Background: an optimization exercise with open tools, aiming at small area. Do not read the settings as production practice.
The RTL was checked by simulation tests, not by an equivalence proof against the original design.

==> willow <==
Design nec16_core, start of the top module:
module nec16_core (
    input  wire        clk,
    input  wire        rst,           
    input  wire        step,          
    output wire        ready,         
    output wire        done,          
    output wire        err,           
    output wire [1:0]  err_code,      
    input  wire [3:0]  dbg_sel,
    output wire [15:0] dbg_val,
    input  wire        host_we,
    input  wire [15:0] host_wdata,
    output wire        bus_req,
    output wire        bus_we,
    output wire [15:0] bus_addr,
    output reg  [7:0]  bus_wdata,     
    input  wire        bus_ack,
    input  wire [7:0]  bus_rdata,
    input  wire        bus_err,
    input  wire [1:0]  bus_err_code
);
clock: 10.0 ns
lec_check: 0
cap_margin: 0
core_margin: 2
core_utilization: 60
gpl_timing_driven: 0
place_density: 0.75
slew_margin: 0
standard.sh (not shown) runs the stock make flow with config.mk's settings and CLKGATE_MAP_FILE= SYNTH_SCRIPT=/design/flow/synth_recipe.tcl, a recipe that flattens the netlist after the stock synthesis.
==> flow/flow/run.sh <==
#!/bin/bash
# The standard layout (standard.sh) with these changes:
#  - synthesis maps with flow/abc.script (an area-oriented ABC script) and leaves
#    adders to ABC instead of extracting full/half adder cells (ADDER_MAP_FILE empty);
#  - ports are buffered with sky130_fd_sc_hd__buf_1;
#  - the clock tree is built from clkbuf_8 (clusters of at most 16 sinks) without dummy loads.
# Each ORFS step writes its full log under orfs/logs; make's output is in flow_make.log.
set -euo pipefail
HERE=$(pwd)
export AREA_ABC_SCRIPT=$HERE/flow/abc.script
export CTS_ARGS="-sink_clustering_enable -repair_clock_nets -buf_list sky130_fd_sc_hd__clkbuf_8 -sink_clustering_size 16 -sink_clustering_max_diameter 50 -dont_use_dummy_load"
bash standard.sh SYNTH_SCRIPT=$HERE/flow/synth.tcl ADDER_MAP_FILE= "BUFFER_PORTS_ARGS=-buffer_cell sky130_fd_sc_hd__buf_1" finish > $HERE/flow_make.log 2>&1
==> flow/flow/abc.script <==
strash
&get -n
&deepsyn -T 60
&put
balance
rewrite
refactor
balance
rewrite
rewrite -z
balance
refactor -z
rewrite -z
balance
dch
amap
topo
==> flow/flow/synth.tcl <==
# synth_recipe.tcl with one change: the final technology mapping uses flow/abc.script
proc synth {args} { yosys synth -nofsm -noshare {*}$args }
proc abc {args} {
  set i [lsearch -exact $args -script]
  if { $i >= 0 } { lset args [expr { $i + 1 }] $::env(AREA_ABC_SCRIPT) }
  yosys abc {*}$args
}
source $::env(SCRIPTS_DIR)/synth.tcl
# left out here: clear keep_hierarchy, flatten, clean up, hide names made inside functions, write 1_2_yosys.v
==> inputs of sierra, as changes to willow <==
--- a/flow/flow/run.sh
+++ b/flow/flow/run.sh
@@ -2,3 +2,3 @@
 # The standard layout (standard.sh) with these changes:
-#  - synthesis maps with flow/abc.script (an area-oriented ABC script) and leaves
+#  - synthesis maps with flow/abc.script (deepsyn, then &nf mapping) and leaves
 #    adders to ABC instead of extracting full/half adder cells (ADDER_MAP_FILE empty);
--- a/flow/flow/abc.script
+++ b/flow/flow/abc.script
@@ -14,4 +14,6 @@
 balance
-dch
-amap
+&get -n
+&dch
+&nf -R 1000
+&put
 topo
==> inputs of quartz, as changes to willow <==
==> flow/flow/run.sh (replaced) <==
#!/bin/bash
# The standard layout (standard.sh) with these changes:
#  - synthesis maps with flow/abc.script (an area-oriented ABC script) and leaves
#    adders to ABC instead of extracting full/half adder cells (ADDER_MAP_FILE empty);
#  - ports are buffered with sky130_fd_sc_hd__buf_1;
#  - the clock tree is built from clkbuf_8 (clusters of at most 14 sinks) without dummy loads.
# Each ORFS step writes its full log under orfs/logs; make's output is in flow_make.log.
set -euo pipefail
HERE=$(pwd)
export AREA_ABC_SCRIPT=$HERE/flow/abc.script
export CTS_ARGS="-sink_clustering_enable -repair_clock_nets -buf_list sky130_fd_sc_hd__clkbuf_8 -sink_clustering_size 14 -sink_clustering_max_diameter 50 -dont_use_dummy_load"
bash standard.sh SYNTH_SCRIPT=$HERE/flow/synth.tcl ADDER_MAP_FILE= "BUFFER_PORTS_ARGS=-buffer_cell sky130_fd_sc_hd__buf_1" finish > $HERE/flow_make.log 2>&1
==> inputs of juniper, as changes to willow <==
==> flow/flow/run.sh (replaced) <==
#!/bin/bash
# The standard layout (standard.sh) with three changes:
#  - synthesis maps with flow/abc.script (an area-oriented ABC script);
#  - ports are buffered with sky130_fd_sc_hd__buf_1;
#  - the clock tree is built from clkbuf_8 (clusters of at most 16 sinks) without dummy loads.
# Each ORFS step writes its full log under orfs/logs; make's output is in flow_make.log.
set -euo pipefail
HERE=$(pwd)
export AREA_ABC_SCRIPT=$HERE/flow/abc.script
export CTS_ARGS="-sink_clustering_enable -repair_clock_nets -buf_list sky130_fd_sc_hd__clkbuf_8 -sink_clustering_size 16 -sink_clustering_max_diameter 50 -dont_use_dummy_load"
bash standard.sh SYNTH_SCRIPT=$HERE/flow/synth.tcl "BUFFER_PORTS_ARGS=-buffer_cell sky130_fd_sc_hd__buf_1" finish > $HERE/flow_make.log 2>&1
==> metrics.md <==
| Metric | Value |
|---|---|
| Height of the die | 162 um |
| Reg area | 9400 um^2 |
| Synthesized area | 14900 um^2 |
| Adder-Cell Fraction of Synth Area | 0% |
| Place WS | -2280 ps |
| R2R Path End | x[14][15]$_DFFE_PP_ |
| Outcome | timing/DRC/antenna clean |
| GRT met3 Usage | 6.39% |
| Placed instance count | 1831 |
That was quartz.
==> metrics.md <==
| Metric | Value |
|---|---|
| Outcome | timing/DRC/antenna clean |
| GRT met3 Usage | 6.56% |
| Height of the die | 161 um |
| Reg area | 9400 um^2 |
| Sequential portion of the cell area | 57.5% |
| Place WS | -972 ps |
| R2R Path End | Uh[7]$_DFFE_PP_ |
| Adder-Cell Fraction of Synth Area | 0.0681% |
That was sierra.
==> metrics.md <==
| Metric | Value |
|---|---|
| Outcome | timing/DRC/antenna clean |
| Placed instance count | 1903 |
| R2R Path End | Uh[6]$_DFFE_PP_ |
| Place WS | -2520 ps |
That was juniper.
==> metrics.md <==
| Metric | Value |
|---|---|
| Outcome | timing/DRC/antenna clean |
| Adder-Cell Fraction of Synth Area | 0% |
| Placed instance count | 1831 |
| Height of the die | 162 um |
| R2R Path End | x[7][15]$_DFFE_PP_ |
| Synthesized area | 14900 um^2 |
| Reg area | 9400 um^2 |
That was willow.

[re-timing with driven ports]
The flow's constraints put no driver on any port. The routed layouts listed below were extracted and timed again, unchanged, in two steps. Step 1: set_driving_cell puts a clkbuf_16 on clk and a buf_2 on each other input, an assumption about the parent block. Step 2 moves the port delays by t, midway between the first and last clock arrival at a register: inputs arrive t later, outputs are due t later. That takes back most of the time a late clock gives input paths. Slacks: ideal / step 1 / step 2; pairs: ideal / step 1.
run | t, ns | slack for setup (ns) | worst setup path at the end | latest minus earliest clock arrival (ns)
willow | 0.608 | 0.575 / 0.575 / 0.575 | register to register | 0.116 / 0.116
sierra | 0.594 | 0.705 / 0.705 / 0.705 | register to register | 0.141 / 0.141
quartz | 0.621 | 0.551 / 0.551 / 0.551 | register to register | 0.109 / 0.109
juniper | 0.605 | 0.410 / 0.410 / 0.329 | input to register | 0.086 / 0.086
After both steps every run listed still meets setup and hold. The setup slack of juniper, which loses most, moves by 0.000 ns with the drivers and by -0.081 ns with both steps.
